Source: an optimization exercise on an open RTL-to-GDS flow (aim: small area). Production flows keep margins and buffers that such runs may drop. RTL that was checked went through simulation tests only; none was proved equivalent to the original. For run 3, only the layout was checked, not whether the RTL still works. Power figures rest on the tool's default switching activity, not on a simulated workload.

$ cat flow/design.v
module optorx_serial_row (
    input  wire        clk,
    input  wire        rst,         
    input  wire        in_valid,
    input  wire [63:0] in_data,
    output reg         out_valid,
    output reg  [63:0] out_data,
    output reg         st_valid,
    output reg  [3:0]  st_active,
    output reg  [3:0]  st_ok,
    output reg  [15:0] st_goh,
    output reg  [11:0] st_bad
);
    localparam [3:0] LANE_HDR_TAG = 4'h4;
    localparam [3:0] LANE_FTR_TAG = 4'hB;
    reg        is_hdr;
    reg        is_ftr;
    reg [3:0]  wk;           
    reg [3:0]  blk;          
    wire       is_cycle = !is_hdr && !is_ftr;
    wire       wr       = in_valid && is_cycle;
    wire       blk_done = wr && (wk == 4'd15);
    wire       dir_h    = blk[0];
    always @(posedge clk) begin
        if (rst) begin
            is_hdr <= 1'b1;
            is_ftr <= 1'b0;
            wk     <= 4'd0;
            blk    <= 4'd0;
        end else if (in_valid) begin
            if (is_hdr) begin
                is_hdr <= 1'b0;
            end else if (is_ftr) begin
                is_ftr <= 1'b0;
                is_hdr <= 1'b1;
            end else begin
                wk <= wk + 4'd1;
                if (wk == 4'd15) begin
                    if (blk == 4'd11) begin
                        blk    <= 4'd0;
                        is_ftr <= 1'b1;
                    end else begin
                        blk <= blk + 4'd1;
                    end
                end
            end
        end
    end
    reg par;
    always @(posedge clk)
        par <= rst ? 1'b0 : ~par;
    wire [15:0] en;
    wire [15:0] sh_l, sh_u;
    genvar gx;
    generate
        for (gx = 0; gx < 16; gx = gx + 1) begin : g_en
            assign en[gx]   = wr || (gx + wk < 16);
            assign sh_l[gx] = dir_h && en[gx];
            assign sh_u[gx] = !dir_h && en[gx];
        end
    endgenerate
    wire [63:0] in_x = in_data ^ {64{par}};
    wire [1023:0] arr;
    genvar gr, gj, gc;
    generate
        for (gr = 0; gr < 16; gr = gr + 1) begin : g_r
            for (gj = 0; gj < 16; gj = gj + 1) begin : g_j
                wire [3:0] src_l, src_u, q;
                for (gc = 0; gc < 4; gc = gc + 1) begin : g_c
                    if (gj == 15) begin : g_il
                        assign src_l[gc] = in_x[16*gc + gr];
                    end else begin : g_nl
                        assign src_l[gc] = arr[256*gc + 16*gr + gj + 1];
                    end
                    if (gr == 15) begin : g_iu
                        assign src_u[gc] = in_x[16*gc + gj];
                    end else begin : g_nu
                        assign src_u[gc] = arr[256*gc + 16*(gr+1) + gj];
                    end
                    assign arr[256*gc + 16*gr + gj] = q[gc];
                end
                wire hld;
                optorx_serial_hold u_hold (
                    .sh_l(sh_l[gj]), .sh_u(sh_u[gr]), .hld(hld)
                );
                optorx_serial_cell u_cell (
                    .clk(clk), .sh_l(sh_l[gj]), .sh_u(sh_u[gr]), .hld(hld),
                    .src_l(src_l), .src_u(src_u), .q(q)
                );
            end
        end
    endgenerate
    reg [3:0] rd_cnt;
    always @(posedge clk) begin
        if (rst) begin
            out_valid <= 1'b0;
            rd_cnt    <= 4'd0;
        end else if (blk_done) begin
            out_valid <= 1'b1;
            rd_cnt    <= 4'd0;
        end else if (out_valid) begin
            rd_cnt <= rd_cnt + 4'd1;
            if (rd_cnt == 4'd15)
                out_valid <= 1'b0;
        end
    end
    integer c, b;
    always @(*) begin
        for (c = 0; c < 4; c = c + 1)
            for (b = 0; b < 16; b = b + 1)
                out_data[16*c + b] = par ^ (dir_h ? arr[256*c + 16*(15-b)]
                                                  : arr[256*c + 15-b]);
    end
    reg [3:0]  h_act, h_bad;
    reg [15:0] h_goh;
    reg [3:0]  f_tag_bad, f_goh_bad;
    integer l;
    always @(posedge clk) begin
        for (l = 0; l < 4; l = l + 1) begin
            if (in_valid && is_hdr) begin
                h_act[l]       <= in_data[16*l];
                h_goh[4*l +: 4] <= in_data[16*l+8 +: 4];
                h_bad[l]       <= in_data[16*l] && (in_data[16*l+12 +: 4] != LANE_HDR_TAG);
            end
            f_tag_bad[l] <= h_act[l] && (in_data[16*l+12 +: 4] != LANE_FTR_TAG);
            f_goh_bad[l] <= h_act[l] && (in_data[16*l+8 +: 4] != h_goh[4*l +: 4]);
        end
    end
    always @(posedge clk)
        st_valid <= !rst && in_valid && is_ftr;
    always @(*) begin
        st_active = h_act;
        st_goh    = h_goh;
        for (l = 0; l < 4; l = l + 1) begin
            st_bad[3*l +: 3] = {f_goh_bad[l], f_tag_bad[l], h_bad[l]};
            st_ok[l]         = h_act[l] && !(h_bad[l] || f_tag_bad[l] || f_goh_bad[l]);
        end
    end
endmodule
module optorx_serial_cell (
    input  wire       clk,
    input  wire       sh_l,
    input  wire       sh_u,
    input  wire       hld,
    input  wire [3:0] src_l,
    input  wire [3:0] src_u,
    output reg  [3:0] q
);
    always @(posedge clk)
        q <= ~(({4{sh_l}} & src_l) | ({4{sh_u}} & src_u) | ({4{hld}} & q));
endmodule
module optorx_serial_hold (
    input  wire sh_l,
    input  wire sh_u,
    output wire hld
);
    assign hld = !(sh_l || sh_u);
endmodule
$ cat flow/config.mk
export PLATFORM = sky130hd
export DESIGN_NAME = optorx_serial_row
export DESIGN_NICKNAME = optorx_serial_row
export VERILOG_FILES = /design/flow/design.v
export SDC_FILE = /design/flow/constraint.sdc
export NUM_CORES = 4
export LEC_CHECK = 0
export CAP_MARGIN = 20
export CELL_PAD_IN_SITES_DETAIL_PLACEMENT = 1
export CELL_PAD_IN_SITES_GLOBAL_PLACEMENT = 2
export CORE_MARGIN = 2
export CORE_UTILIZATION = 30
export PLACE_DENSITY = 0.45
export SLEW_MARGIN = 20
export SYNTH_HIERARCHICAL = 1
export SYNTH_MINIMUM_KEEP_SIZE = 0
$ cat flow/standard.sh
#!/bin/bash
# synth_recipe.tcl (not shown) runs the flow's synth.tcl, then flattens the netlist and writes it again
# the make line also repeats each setting of config.mk as NAME=value (left out here)
make -C /OpenROAD-flow-scripts/flow DESIGN_CONFIG=/design/flow/config.mk WORK_HOME=/design/flow/orfs CLKGATE_MAP_FILE= SYNTH_SCRIPT=/design/flow/synth_recipe.tcl "${@:-finish}"
$ cat flow/constraint.sdc
create_clock -name core_clock -period 5.0 [get_ports {clk}]
set_input_delay 1.0000 -clock core_clock [delete_from_list [all_inputs] [get_ports {clk}]]
set_output_delay 1.0000 -clock core_clock [all_outputs]
set_load 0.01 [all_outputs]
$ cat flow/flow/run.sh
#!/bin/bash
# Layout flow: the standard flow (standard.sh, unchanged synthesis) with
#  - the smallest buffer (buf_1) on every input and output port, and
#  - a clock tree built from clkbuf_16 with larger sink clusters and no
#    dummy loads.
# make's full output goes to flow_make.log in the work folder; ORFS keeps
# each step's log under orfs/logs/.
set -euo pipefail
cd "$(dirname "$0")/.."
bash standard.sh \
    'BUFFER_PORTS_ARGS=-buffer_cell sky130_fd_sc_hd__buf_1' \
    'CTS_ARGS=-sink_clustering_enable -repair_clock_nets -dont_use_dummy_load -sink_clustering_size 24 -sink_clustering_max_diameter 80 -buf_list {sky130_fd_sc_hd__clkbuf_16}' \
    finish > flow_make.log 2>&1
==> key figures, run 1 <==
Status
  – Status: complete, no violations

CTS
  – # clock sinks: 1073
  – Setup Fix Bufs, Post-CTS: 0
  – H-tree depth: 2
  – Clk Latency, worst-skew pair: 710 ps
  – CTS Hold Bufs: 0
  – Post-CTS Resized: 0
  – CTS Buf Count: 58
  – CTS tree: yes
  – Clock Tree Buf Depth: 3
  – CTS root buffer: clkbuf_16
  – Worst-path clk slew: 100 ps

Logic synthesis
  – Synth area leaders: dfxtp_1, a222oi_1, nor2_1
  – Yosys top cell area share: 0.5875
  – Ys async rst share: 0
  – Syn Inst Count: 2729
  – Syn_area_per_cell: 13.10 µm²
  – Most numerous cell in the Yosys netlist: dfxtp_1
  – Mapped Nets: 2800
  – Synth cell count leaders: dfxtp_1, a222oi_1, nor2_1
  – Yosys reg bits: 1073
  – Synth warn: 8
  – Synth Cell Area: 35740 µm²
  – Post-synth EDFFs: 24
  – Synth cell types: 36
  – Largest area contributor in the netlist: dfxtp_1
  – Ys flop type: dfxtp_1
  – Post-synthesis sequential area ratio: 0.6077

Setup path
  – Crit path max fanout: 56
  – CP Launch Type: flip-flop
  – Crit-path cells: buf_4, mux2i_1, xnor2_1, buf_1
  – Slowest cell delay on critical path: 1000 ps
  – Crit path DAT: 3090 ps
  – Critical path launch point: blk[0]
  – Crit end category: output port
  – Slowest CP cell: dfxtp_4
  – CP Depth: 4
  – Kind of critical path: flip-flop to output port
  – R2r worst-path depth: 5
  – CP Data Required Time: 4000 ps
  – Crit path buffers/inverters: 2
  – CP delay by family, top: flip-flops
  – RR Startpoint: blk[0]

Timing
  – Slew Limit Headroom: 0.3174
  – Fmax: 244.7 MHz
  – Final setup violation count: 0
  – Period utilisation layout: 0.8173
  – Tmin final: 4087 ps
  – Worst slew pin tran: 1024 ps
  – Clk_skew: 65.44 ps
  – Fin. Hold Viols: 0
  – Worst hold slack: 456.4 ps
  – Max-slew violations: 0
  – RSZ-0062 raised after global routing: no

Pwr
  – Leak: 14.72 nW
  – Worst VDD drop: 297.2 µV
  – Power, Total: 0.01914 W
  – Pwr Density: 472.3 nW/µm²

Floorplan
  – Die Span Y: 349.2 µm
  – # IOs: 169
  – Die width: 349.2 µm
  – Die area: 121900 µm²
  – Core area: 118100 µm²
  – Cell Rows: 126
  – Initial Util: 0.3027

Worst hold path
  – WHS Path Cells: 1
  – HP Class: flip-flop to flip-flop
  – Min-delay src: g_r[10].g_j[9].u_cell.q[2]

Placement
  – Port bufs: 168
  – Dpl hpwl: 109700 µm
  – RePlAce Congestion: 0.7981

Final layout
  – ANT cells: 0
  – # nets final: 3057
  – Layout area overhead: 13.39%
  – Share of cells above drive strength 1: 0.05194

Global route
  – Pin count of the biggest net entering global routing: 81
  – Initial antenna violation count: 3
  – GRT overflow: 0
  – Vias in the first global route: 30350
  – All-layer global routing usage: 0.2358
  – First-pass GRT wire length: 216300 µm

Detailed routing
  – Iteration-0 DRC Markers: 6636
  – DR vias: 30360
  – ANT nets after route: 0
  – Post-route DRC violation count: 0
  – Vias/cell: 6.717
  – Post-DR wirelength/cell: 33.01 µm
  – WL final: 149200 µm
  – Drt first pass iters: 10

Run
  – Max cap viols: 0
## sequential cells by signal, summed over array words and instances, names as in the netlist
register          flops
g_r.g_j.u_cell.q   1024
out_valid             1
par                   1
h_act                 4
h_goh                16
blk                   4
is_hdr                1
f_tag_bad             4
h_bad                 4
st_valid              1
rd_cnt                4
is_ftr                1
f_goh_bad             4
wk                    4
## worst reg2reg max path, cell delays in order, from the launching register on
cell and delay [ps]:
dfxtp_4 1000, buf_4 570, o21a_2 310, buf_4 560
nor2_1 330, a222oi_1 420
## final cells by class
class | count | area, µm²
multi-input combinational | 1608 | 14070
timing repair buffer | 231 | 1304
tap | 1536 | 1922
fill | 12460 | 77550
inverter | 14 | 55.05
clock buffer | 58 | 1451
sequential | 1073 | 21730
## worst paths after layout
path / to / slack, ps
min reg2reg: g_r[9].g_j[9].u_cell.q[2] / 460
max: out_data[17] / 910
min: g_r[9].g_j[9].u_cell.q[2] / 460
max reg2reg: g_r[11].g_j[5].u_cell.q[2] / 1740
## Yosys stat by module (local to each module, per instance)
module,flops+latches,cell area (µm²),cells,times used
optorx_serial_cell,4,120.1,8,256
optorx_serial_hold,0,3.754,1,256
optorx_serial_row,49,4033,425,1
## metrics by stage
step | setup slack [ps] | cells | setup TNS, ps | utilization | area (µm²)
6_report | 913.5 | 4520 | 0 | 0.3432 | 40530
2_1_floorplan | -563.8 | 2729 | -65400 | - | 35800
3_3_place_gp | 1175 | 4462 | 0 | 0.3309 | 39080
5_1_grt | 774.4 | 4520 | 0 | 0.3432 | 40530
3_5_place_dp | 1027 | 4462 | 0 | 0.3309 | 39080
4_1_cts | 792.9 | 4520 | 0 | 0.3432 | 40530
## layer usage
layer  part of all wire  global-route usage
met4              0.022             0.06052
met5                  0                   0
met3              0.051             0.02204
met2               0.51              0.4276
met1               0.42              0.2978
## cells by family (layout without fill, tap and decap cells)
family                     count (synthesis)  after routing  synth area share
AOI/OAI and AO/OA                       1076           1076            0.2963
DFF                                     1073           1073            0.6077
and+or+nand+nor                          320            320           0.03588
xor gates and xnor gates                 147            147           0.03602
muxes                                     61             61           0.01708
buffers and inverters                     48            303          0.005636
adders and majority gates                  4              4          0.001400
## power breakdown
group / switching [W] / internal (W)
Combinational: 0.000826 / 0.00107
Sequential: 0.00214 / 0.0102
Clock: 0.00284 / 0.00205
Total: 0.00581 / 0.0133
## placed cells by master, fill, tap and decap left out, types with 5 or more instances in the layout
cell type	count
a21oi_1	14
a21oi_4	6
a222oi_1	1024
a41oi_1	8
buf_1	168
buf_12	16
buf_4	47
clkbuf_16	58
dfxtp_1	1047
edfxtp_1	24
inv_1	13
mux2i_1	61
nand2_1	9
nand3_1	5
nor2_1	266
nor2_4	12
o21ai_0	7
xnor2_1	77
xor2_1	70
==> inputs of run 2 (changes only) <==
--- a/flow/flow/run.sh
+++ b/flow/flow/run.sh
@@ -10,4 +10,4 @@
 bash standard.sh \
     'BUFFER_PORTS_ARGS=-buffer_cell sky130_fd_sc_hd__buf_1' \
-    'CTS_ARGS=-sink_clustering_enable -repair_clock_nets -dont_use_dummy_load -sink_clustering_size 24 -sink_clustering_max_diameter 80 -buf_list {sky130_fd_sc_hd__clkbuf_16}' \
+    'CTS_ARGS=-sink_clustering_enable -repair_clock_nets -dont_use_dummy_load -sink_clustering_size 28 -sink_clustering_max_diameter 90 -buf_list {sky130_fd_sc_hd__clkbuf_16}' \
     finish > flow_make.log 2>&1
==> run 2 against run 1 <==
Against the previous run: highest routed layer unchanged; still clean on timing, DRC and antenna; total power fell by 1.5%; clock skew is 25 ps higher; register-to-register slack improved by 20 ps; core utilization is 0.14 points lower.
==> key figures, run 2 <==
Timing
  – Worst setup margin: 990.4 ps (was 913.5 ps)
  – Slew Limit Headroom: 0.3270 (was 0.3174)
  – RSZ-0062 raised after global routing: no (unchanged)
  – Max-slew violations: 0 (unchanged)
  – Period utilisation layout: 0.8019 (was 0.8173)
  – Total Neg Setup Slack: 0 ps (unchanged)
  – Final setup violation count: 0 (unchanged)
  – Fmax: 249.4 MHz (was 244.7 MHz)
  – Tmin final: 4010 ps (was 4087 ps)
  – Fin. Hold Viols: 0 (unchanged)
  – Worst slew pin tran: 1009 ps (was 1024 ps)
  – Clk_skew: 90.51 ps (was 65.44 ps)

CTS
  – Post-CTS Resized: 0 (unchanged)
  – Clk Latency, worst-skew pair: 710 ps (about the same)
  – Setup Fix Bufs, Post-CTS: 0 (unchanged)
  – CTS root buffer: clkbuf_16 (unchanged)
  – CTS Hold Bufs: 0 (unchanged)
  – H-tree depth: 2 (unchanged)
  – Worst-path clk slew: 110 ps (was 100 ps)
  – CTS tree: yes (unchanged)
  – CTS Buf Count: 51 (was 58)
  – Clock Tree Buf Depth: 3 (unchanged)
  – # clock sinks: 1073 (unchanged)

Setup path
  – CP Data Required Time: 4000 ps (about the same)
  – CP Launch Type: flip-flop (unchanged)
  – Crit end category: output port (unchanged)
  – R2r worst-path depth: 5 (unchanged)
  – Kind of critical path: flip-flop to output port (unchanged)
  – Crit path to: out_data[17] (unchanged)
  – Crit path DAT: 3010 ps (was 3090 ps)
  – R2R setup slack: 1760 ps (was 1740 ps)
  – RR Startpoint: blk[0] (unchanged)
  – Crit path max fanout: 56 (unchanged)
  – R2r endpoint: g_r[11].g_j[5].u_cell.q[2] (unchanged)
  – Critical path launch point: blk[0] (unchanged)

Placement
  – Port bufs: 168 (unchanged)
  – Pre-CTS WS: 1027 ps (unchanged)
  – Dpl hpwl: 109700 µm (unchanged)
  – RePlAce Congestion: 0.7981 (unchanged)
  – Post-Place Cells: 4462 (unchanged)

Final layout
  – Commonest cells after routing, fill and taps aside: dfxtp_1, a222oi_1, nor2_1, buf_1, xnor2_1 (unchanged)
  – FF+latch area: 21730 µm² (unchanged)
  – Share of cells above drive strength 1: 0.04971 (was 0.05194)
  – Area of the multi-input gates: 14070 µm² (unchanged)
  – Final Non-Filler Cells: 4515 (was 4520)
  – Largest regs: g_r.g_j.u_cell.q: 1024 flops, h_goh: 16 flops (unchanged)
  – Most common cell after layout, fill and taps aside: dfxtp_1 (unchanged)
  – Number of flip-flops in the largest register: 1024 (unchanged)
  – # nets final: 3050 (was 3057)
  – Fill cell count: 12480 (was 12460)
  – Largest Register: g_r.g_j.u_cell.q (unchanged)
  – Layout area overhead: 12.91% (was 13.39%)
  – Core Util, Final: 0.3418 (was 0.3432)

Floorplan
  – Die area: 121900 µm² (unchanged)
  – Cell Rows: 126 (unchanged)
  – Core area: 118100 µm² (unchanged)
  – Initial Util: 0.3027 (unchanged)
  – # IOs: 169 (unchanged)
  – Die Span Y: 349.2 µm (unchanged)
  – Die width: 349.2 µm (unchanged)

Logic synthesis
  – Yosys reg bits: 1073 (unchanged)
  – Post-synthesis sequential area ratio: 0.6077 (unchanged)
  – Ys flop type: dfxtp_1 (unchanged)
  – Syn_area_per_cell: 13.10 µm² (unchanged)
  – Synth warn: 8 (unchanged)
  – Mapped Nets: 2800 (unchanged)
  – Synth cell types: 36 (unchanged)
  – Post-synth EDFFs: 24 (unchanged)
  – Syn Inst Count: 2729 (unchanged)
  – Ys async rst share: 0 (unchanged)
  – Synth Cell Area: 35740 µm² (unchanged)
  – Synth cell count leaders: dfxtp_1, a222oi_1, nor2_1 (unchanged)
  – Largest area contributor in the netlist: dfxtp_1 (unchanged)
  – Synth area leaders: dfxtp_1, a222oi_1, nor2_1 (unchanged)
  – Most numerous cell in the Yosys netlist: dfxtp_1 (unchanged)
  – Yosys top cell area share: 0.5875 (unchanged)

Detailed routing
  – Iteration-0 DRC Markers: 6395 (was 6636)
  – DR vias: 30360 (about the same)
  – WL met3: 7679 µm (was 7636 µm)
  – Vias/cell: 6.724 (was 6.717)
  – Post-route DRC violation count: 0 (unchanged)
  – Met2 WL: 75880 µm (was 76250 µm)
  – Wire length on met1: 61980 µm (was 62010 µm)
  – Post-DR wirelength/cell: 32.96 µm (was 33.01 µm)
  – DR top layer: met4 (unchanged)
  – Drt first pass iters: 12 (was 10)
  – WL final: 148800 µm (was 149200 µm)
  – ANT nets after route: 0 (unchanged)

Global route
  – First-pass GRT wire length: 216000 µm (was 216300 µm)
  – GRT overflow: 0 (unchanged)
  – Pin count of the biggest net entering global routing: 81 (unchanged)
  – Initial antenna violation count: 3 (unchanged)
  – All-layer global routing usage: 0.2355 (was 0.2358)
  – Vias in the first global route: 30220 (was 30350)

Run
  – Max cap viols: 0 (unchanged)

Pwr
  – Power, Total: 0.01886 W (was 0.01914 W)
  – Worst VDD drop: 254.0 µV (was 297.2 µV)
  – Clock power share: 0.245 (was 0.256)
  – Logic gate share of total power: 0.100 (was 0.099)
  – Reg power frac: 0.655 (was 0.645)
  – Internal power: 0.01310 W (was 0.01333 W)
  – P_sw: 0.005755 W (was 0.005808 W)
  – Pwr Density: 467.2 nW/µm² (was 472.3 nW/µm²)
  – Sw frac: 0.3052 (was 0.3035)
  – Leak: 14.63 nW (was 14.72 nW)

Status
  – Status: complete, no violations (unchanged)

Worst hold path
  – HP Class: flip-flop to flip-flop (unchanged)
-- run 2: cell counts after synthesis --
Identical to the previous run, type by type.
-- run 2: metal layers --
metal,vias up,track usage
met4,0,0.05612
li1,13260,-
met1,15830,0.2983
met2,1128,0.4259
met5,-,0
met3,143,0.02518
-- run 2: metrics by stage --
| step | area (µm²) | hold WS (ps) |
|---|---|---|
| after floorplan | 35800 | 437.9 |
| after global placement | 39080 | 454.8 |
| after detailed placement | 39080 | 466.2 |
| after CTS | 40350 | 426.5 |
| after global routing | 40360 | 456.2 |
| final | 40360 | 435.9 |
-- run 2: cell type report --
type                    instances  area share
inverters                      14    0.001364
flip-flops and latches       1073      0.5384
diodes                          2   0.0001240
well taps                    1536     0.04762
repair buffers                231     0.03230
multi-input cells            1608      0.3486
clock buffers                  51     0.03162
-- run 2: logic make-up (layout without fill, tap and decap cells) --
family / after synthesis / after routing / share of synthesized area
other: 0 / 2 / 0
buffers and inverters: 48 / 296 / 0.005636
xor gates and xnor gates: 147 / 147 / 0.03602
AOI/OAI and AO/OA: 1076 / 1076 / 0.2963
DFF: 1073 / 1073 / 0.6077
adders and majority gates: 4 / 4 / 0.001400
muxes: 61 / 61 / 0.01708
and+or+nand+nor: 320 / 320 / 0.03588
-- run 2: worst min path at each step --
stage,start,to,slack (ps),cells past startpoint
floorplan,g_r[0].g_j[0].u_cell.q[0],g_r[0].g_j[0].u_cell.q[0],440,1
global placement,g_r[0].g_j[0].u_cell.q[0],g_r[0].g_j[0].u_cell.q[0],450,1
detailed placement,g_r[0].g_j[0].u_cell.q[0],g_r[0].g_j[0].u_cell.q[0],470,1
CTS,g_r[14].g_j[0].u_cell.q[3],g_r[13].g_j[0].u_cell.q[3],430,1
global route,g_r[14].g_j[0].u_cell.q[3],g_r[13].g_j[0].u_cell.q[3],460,1
finish,g_r[14].g_j[0].u_cell.q[3],g_r[13].g_j[0].u_cell.q[3],440,1
-- run 2: Yosys stat by module (local to each module, per instance) --
module | cells inside | copies in the design | cell area, µm² | flops+latches
optorx_serial_cell | 8 | 256 | 120.1 | 4
optorx_serial_hold | 1 | 256 | 3.754 | 0
optorx_serial_row | 425 | 1 | 4033 | 49
-- run 2: critical path: stages (launching register included) --
cell and delay, ps:
dfxtp_4 1000, buf_4 480, mux2i_1 350, xnor2_1 300, buf_1 230
-- run 2: power groups by stage --
stage               Clock [W]  Sequential (W)  Combinational, W
floorplan                   0          0.0113           0.00143
global route          0.00509          0.0125           0.00210
global placement            0          0.0125           0.00181
CTS                   0.00478          0.0124           0.00191
finish                0.00461          0.0123           0.00189
detailed placement          0          0.0125           0.00190
==> inputs of run 3 (changes only) <==
==> flow/design.v (replaced) <==
module optorx_serial_row (
    input  wire        clk,
    input  wire        rst,         
    input  wire        in_valid,
    input  wire [63:0] in_data,
    output reg         out_valid,
    output reg  [63:0] out_data,
    output reg         st_valid,
    output reg  [3:0]  st_active,
    output reg  [3:0]  st_ok,
    output reg  [15:0] st_goh,
    output reg  [11:0] st_bad
);
    localparam [3:0] LANE_HDR_TAG = 4'h4;
    localparam [3:0] LANE_FTR_TAG = 4'hB;
    reg [7:0]  pos;
    reg [63:0] hdr;
    reg [63:0] bank0 [0:15];
    reg [63:0] bank1 [0:15];
    reg        wr_bank;
    reg        rd_active;
    reg        rd_bank;
    reg [3:0]  rd_fiber;
    wire       is_hdr    = (pos == 8'd0);
    wire       is_ftr    = (pos == 8'd193);
    wire       is_cycle  = !is_hdr && !is_ftr;
    wire [7:0] cyc       = pos - 8'd1;
    wire [3:0] cyc_k     = cyc[3:0];
    wire       blk_done  = in_valid && is_cycle && (cyc_k == 4'd15);
    always @(posedge clk) begin
        if (rst) begin
            pos <= 8'd0;
        end else if (in_valid) begin
            if (is_ftr)
                pos <= 8'd0;
            else
                pos <= pos + 8'd1;
        end
    end
    always @(posedge clk) begin
        if (in_valid && is_hdr)
            hdr <= in_data;
    end
    always @(posedge clk) begin
        if (in_valid && is_cycle) begin
            if (wr_bank)
                bank1[cyc_k] <= in_data;
            else
                bank0[cyc_k] <= in_data;
        end
    end
    always @(posedge clk) begin
        if (rst)
            wr_bank <= 1'b0;
        else if (blk_done)
            wr_bank <= ~wr_bank;
    end
    reg [63:0] col;
    integer c, b;
    always @(*) begin
        for (c = 0; c < 4; c = c + 1)
            for (b = 0; b < 16; b = b + 1)
                col[16*c + b] = rd_bank ? bank1[15 - b][16*c + rd_fiber]
                                        : bank0[15 - b][16*c + rd_fiber];
    end
    always @(posedge clk) begin
        if (rst) begin
            rd_active <= 1'b0;
            rd_bank   <= 1'b0;
            rd_fiber  <= 4'd0;
            out_valid <= 1'b0;
            out_data  <= 64'd0;
        end else begin
            out_valid <= rd_active;
            if (rd_active) begin
                out_data <= col;
                rd_fiber <= rd_fiber + 4'd1;
                if (rd_fiber == 4'd15)
                    rd_active <= 1'b0;
            end
            if (blk_done) begin
                rd_active <= 1'b1;
                rd_bank   <= wr_bank;
                rd_fiber  <= 4'd0;
            end
        end
    end
    reg [3:0]  act_n, ok_n;
    reg [15:0] goh_n;
    reg [11:0] bad_n;
    reg [15:0] hl, fl;
    reg        htag_bad, ftag_bad, goh_bad;
    integer l;
    always @(*) begin
        for (l = 0; l < 4; l = l + 1) begin
            hl = hdr[16*l +: 16];
            fl = in_data[16*l +: 16];
            htag_bad = (hl[15:12] != LANE_HDR_TAG);
            ftag_bad = (fl[15:12] != LANE_FTR_TAG);
            goh_bad  = (hl[11:8] != fl[11:8]);
            act_n[l]          = hl[0];
            goh_n[4*l +: 4]   = hl[11:8];
            bad_n[3*l +: 3]   = hl[0] ? {goh_bad, ftag_bad, htag_bad} : 3'b000;
            ok_n[l]           = hl[0] && !(htag_bad || ftag_bad || goh_bad);
        end
    end
    always @(posedge clk) begin
        if (rst) begin
            st_valid  <= 1'b0;
            st_active <= 4'd0;
            st_ok     <= 4'd0;
            st_goh    <= 16'd0;
            st_bad    <= 12'd0;
        end else begin
            st_valid <= in_valid && is_ftr;
            if (in_valid && is_ftr) begin
                st_active <= act_n;
                st_ok     <= ok_n;
                st_goh    <= goh_n;
                st_bad    <= bad_n;
            end
        end
    end
endmodule
==> flow/run.sh (new file) <==
#!/bin/bash
# synth_recipe.tcl (not shown) runs the flow's synth.tcl, then flattens the netlist and writes it again
# the make line also repeats each setting of config.mk as NAME=value (left out here)
make -C /OpenROAD-flow-scripts/flow DESIGN_CONFIG=/design/flow/config.mk WORK_HOME=/design/flow/orfs CLKGATE_MAP_FILE= SYNTH_SCRIPT=/design/flow/synth_recipe.tcl finish
==> flow/config.mk (replaced) <==
export PLATFORM = sky130hd
export DESIGN_NAME = optorx_serial_row
export DESIGN_NICKNAME = optorx_serial_row
export VERILOG_FILES = /design/flow/design.v
export SDC_FILE = /design/flow/constraint.sdc
export NUM_CORES = 4
export LEC_CHECK = 0
export CAP_MARGIN = 20
export CORE_MARGIN = 2
export CORE_UTILIZATION = 40
export PLACE_DENSITY = 0.6
export SLEW_MARGIN = 20
removed: flow/flow/run.sh
removed: flow/standard.sh
==> run 3 against run 2 <==
Against the previous run: still clean on timing, DRC and antenna; final cell count grew 65%; wire length grew 59%; core utilization grew 12 points; first-iteration DRC count shrank 22%; critical path type is now flip-flop to flip-flop; largest cell class unchanged.
==> key figures, run 3 <==
Status
  – Status: complete, no violations (unchanged)

Worst hold path
  – Min-delay src: st_active[0] (was g_r[14].g_j[0].u_cell.q[3])
  – WHS Path Cells: 2 (was 1)
  – HP Class: flip-flop to flip-flop (unchanged)
  – Hold path endpoint: st_active[0] (was g_r[13].g_j[0].u_cell.q[3])

Logic synthesis
  – Most numerous cell in the Yosys netlist: edfxtp_1 (was dfxtp_1)
  – Mapped Nets: 4205 (was 2800)
  – Post-synth EDFFs: 2084 (was 24)
  – Ys flop type: edfxtp_1 (was dfxtp_1)
  – Syn Inst Count: 4132 (was 2729)
  – Yosys reg bits: 2201 (was 1073)
  – Synth cell count leaders: edfxtp_1, mux2i_1, mux4_2 (was dfxtp_1, a222oi_1, nor2_1)
  – Synth cell types: 48 (was 36)
  – Synth area leaders: edfxtp_1, mux4_2, mux2i_1 (was dfxtp_1, a222oi_1, nor2_1)
  – Ys async rst share: 0 (unchanged)
  – Yosys top cell area share: 0.7465 (was 0.5875)
  – Synth warn: 1 (was 8)
  – Syn_area_per_cell: 20.29 µm² (was 13.10 µm²)
  – Synth Cell Area: 83830 µm² (was 35740 µm²)
  – Post-synthesis sequential area ratio: 0.7744 (was 0.6077)
  – Largest area contributor in the netlist: edfxtp_1 (was dfxtp_1)

Global route
  – Initial antenna violation count: 13 (was 3)
  – All-layer global routing usage: 0.2214 (was 0.2355)
  – First-pass GRT wire length: 330700 µm (was 216000 µm)
  – Pin count of the biggest net entering global routing: 88 (was 81)
  – Vias in the first global route: 42790 (was 30220)
  – GRT overflow: 0 (unchanged)

Timing
  – Slew Limit Headroom: 0.2652 (was 0.3270)
  – RSZ-0062 raised after global routing: no (unchanged)
  – Fmax: 294.8 MHz (was 249.4 MHz)
  – Worst slew pin tran: 1099 ps (was 1009 ps)
  – Final setup violation count: 0 (unchanged)
  – Worst setup margin: 1608 ps (was 990.4 ps)
  – Clk_skew: 65.68 ps (was 90.51 ps)
  – Total Neg Setup Slack: 0 ps (unchanged)
  – Max-slew violations: 0 (unchanged)
  – Period utilisation layout: 0.6783 (was 0.8019)
  – Tmin final: 3392 ps (was 4010 ps)
  – Fin. Hold Viols: 0 (unchanged)

CTS
  – Setup Fix Bufs, Post-CTS: 0 (unchanged)
  – H-tree depth: 4 (was 2)
  – Post-CTS Resized: 0 (unchanged)
  – Clk Latency, worst-skew pair: 870 ps (was 710 ps)
  – CTS tree: yes (unchanged)
  – CTS Buf Count: 214 (was 51)
  – # clock sinks: 2201 (was 1073)
  – CTS Hold Bufs: 0 (unchanged)
  – Clock Tree Buf Depth: 3 (unchanged)
  – Worst-path clk slew: 60 ps (was 110 ps)
  – CTS root buffer: clkbuf_16 (unchanged)

Floorplan
  – Initial Util: 0.4012 (was 0.3027)
  – Die width: 461.8 µm (was 349.2 µm)
  – Die Span Y: 461.8 µm (was 349.2 µm)
  – Die area: 213300 µm² (was 121900 µm²)
  – Core area: 208900 µm² (was 118100 µm²)
  – # IOs: 169 (unchanged)
  – Cell Rows: 168 (was 126)

Final layout
  – Most common cell after layout, fill and taps aside: edfxtp_1 (was dfxtp_1)
  – Layout area overhead: 15.53% (was 12.91%)
  – Fill cell count: 17490 (was 12480)
  – Commonest cells after routing, fill and taps aside: edfxtp_1, mux2i_1, mux4_2, clkbuf_16, clkdlybuf4s50_1 (was dfxtp_1, a222oi_1, nor2_1, buf_1, xnor2_1)
  – # nets final: 4546 (was 3050)
  – Largest regs: bank0: 1024 flops, bank1: 1024 flops, out_data: 64 flops (was g_r.g_j.u_cell.q: 1024 flops, h_goh: 16 flops)
  – Share of cells above drive strength 1: 0.1930 (was 0.04971)

Setup path
  – CP delay by family, top: simple AND/OR/NAND/NOR gates (was flip-flops)
  – Crit path max fanout: 24 (was 56)
  – Crit-path cells: inv_1, ha_1, and3_1, o21a_1, nor2_1, nand2_1, nor2_4, buf_12 (was buf_4, mux2i_1, xnor2_1, buf_1)
  – R2R setup slack: 1610 ps (was 1760 ps)
  – CP Launch Type: flip-flop (unchanged)
  – Kind of critical path: flip-flop to flip-flop (was flip-flop to output port)
  – R2r endpoint: bank1[9][41] (was g_r[11].g_j[5].u_cell.q[2])
  – Slowest cell delay on critical path: 730 ps (was 1000 ps)
  – RR Startpoint: pos[1] (was blk[0])
  – R2r worst-path depth: 8 (was 5)
  – CP Data Required Time: 5540 ps (was 4000 ps)
  – Crit path DAT: 3930 ps (was 3010 ps)
  – Crit end category: flip-flop (was output port)
  – Crit path buffers/inverters: 2 (unchanged)
  – Slowest CP cell: nor2_4 (was dfxtp_4)

Detailed routing
  – ANT nets after route: 0 (unchanged)
  – Iteration-0 DRC Markers: 4967 (was 6395)
  – Post-DR wirelength/cell: 31.79 µm (was 32.96 µm)
  – DR vias: 43080 (was 30360)
  – WL final: 237200 µm (was 148800 µm)
  – Drt first pass iters: 5 (was 12)
  – Vias/cell: 5.774 (was 6.724)
  – Post-route DRC violation count: 0 (unchanged)

Pwr
  – P_sw: 0.007929 W (was 0.005755 W)
  – Logic gate share of total power: 0.036 (was 0.100)
  – Sw frac: 0.2119 (was 0.3052)
  – Worst VDD drop: 407.3 µV (was 254.0 µV)
  – Leak: 28.77 nW (was 14.63 nW)
  – Pwr Density: 386.4 nW/µm² (was 467.2 nW/µm²)
  – Internal power: 0.02950 W (was 0.01310 W)
  – Reg power frac: 0.545 (was 0.655)
  – Clock power share: 0.419 (was 0.245)

Placement
  – Pre-CTS WS: 1075 ps (was 1027 ps)
  – Dpl hpwl: 130400 µm (was 109700 µm)
  – Port bufs: 168 (unchanged)
  – RePlAce Congestion: 0.7797 (was 0.7981)

Run
  – Max cap viols: 0 (unchanged)
-- run 3: changes by cell type after synthesis, sizes merged, moves of 172 or more --
cell,before,now
nor2,278,106
mux4,0,278
a222oi,1024,0
edfxtp,24,2084
mux2i,61,515
dfxtp,1049,117
-- run 3: worst min-delay path, stage by stage (launching register included) --
cell	delay [ps]
dfxtp_1	310
nand2_1	50
nand2_1	40
-- run 3: logic make-up (layout without fill, tap and decap cells) --
| family | Yosys count | after routing | share of synthesized area |
|---|---|---|---|
| and+or+nand+nor | 244 | 244 | 0.01382 |
| DFF | 2201 | 2201 | 0.7744 |
| AOI/OAI and AO/OA | 569 | 569 | 0.04797 |
| adders and majority gates | 6 | 6 | 0.0008955 |
| xor gates and xnor gates | 26 | 26 | 0.002716 |
| other | 0 | 4 | 0 |
| buffers and inverters | 245 | 766 | 0.01757 |
| muxes | 841 | 841 | 0.1426 |
-- run 3: metrics by stage --
stage	total power (W)	hold WS, ps	instances	util	instance area (µm²)
after global placement	0.02212	436.0	7062	0.4307	89980
after global routing	0.03843	470.4	7458	0.4635	96840
after CTS	0.03768	441.7	7458	0.4635	96840
final	0.03743	443.9	7462	0.4635	96850
after detailed placement	0.02214	433.0	7062	0.4306	89980
after floorplan	0.02120	461.7	4132	-	83840
-- run 3: how the worst max path moves through the flow --
stage | startpoint | endpoint | slack, ps | depth (start not counted)
2_1_floorplan | in_valid | bank0[4][0] | 30 | 4
3_3_place_gp | in_valid | bank1[9][10] | 1040 | 7
3_5_place_dp | in_valid | bank1[9][11] | 1070 | 7
4_1_cts | out_data[62] | out_data[62] | 1620 | 1
5_1_grt | pos[1] | bank1[9][41] | 1410 | 8
6_report | pos[1] | bank1[9][41] | 1610 | 8
-- run 3: final cells by class --
class / count / area [µm²] / share of cell area
tap: 2805 / 3510 / 0.03624
sequential: 2201 / 64940 / 0.6705
inverter: 4 / 15.01 / 0.0001550
multi-input combinational: 1686 / 17760 / 0.1834
antenna: 4 / 10.01 / 0.0001033
timing repair buffer: 366 / 3751 / 0.03873
clock buffer: 282 / 5753 / 0.05940
clock inverter: 114 / 1111 / 0.01147
-- run 3: layer usage --
layer / up-vias / global-route usage / routed length [µm]
li1: 17830 / - / -
met1: 23300 / 0.3008 / 97260
met2: 1660 / 0.3736 / 118500
met3: 296 / 0.03229 / 15460
met4: 4 / 0.05837 / 6000
met5: - / 0 / 26
-- run 3: power by group through the flow --
stage                     clock [W]  sequential, W  combinational, W
after detailed placement          0         0.0208           0.00134
after floorplan                   0         0.0208          0.000447
after global placement            0         0.0208           0.00133
after CTS                    0.0159         0.0204           0.00135
after global routing         0.0166         0.0204           0.00139
final                        0.0157         0.0204           0.00133

==> static timing again, ports no longer ideal <==
Ports are ideal in the flow. The routed layouts listed here were re-timed in OpenROAD. Step 1 assumes that a clkbuf_16 drives the clock port and a buf_2 every other input. Step 2 adds t to the input delays and takes it off the output delays; t is the mean of the earliest and latest rising clock arrival at the registers after step 1. Input paths then give back, and output paths get back, about the clock's delay inside the block. a / b / c = ideal ports / drivers / drivers and shift; a / b = the first two.
run | t, ns | setup slack, ns | worst register clock-pin slew, ns
run 1 | 0.751 | 0.913 / 0.838 / 1.031 | 0.10 / 0.10
run 2 | 0.744 | 0.990 / 0.916 / 0.994 | 0.11 / 0.11
run 3 | 0.930 | 1.608 / 1.608 / 1.030 | 0.07 / 0.07
After both steps setup and hold are still met in every run listed. The setup slack of run 3, which loses most, moves by 0.000 ns with the drivers and by -0.578 ns with both steps.
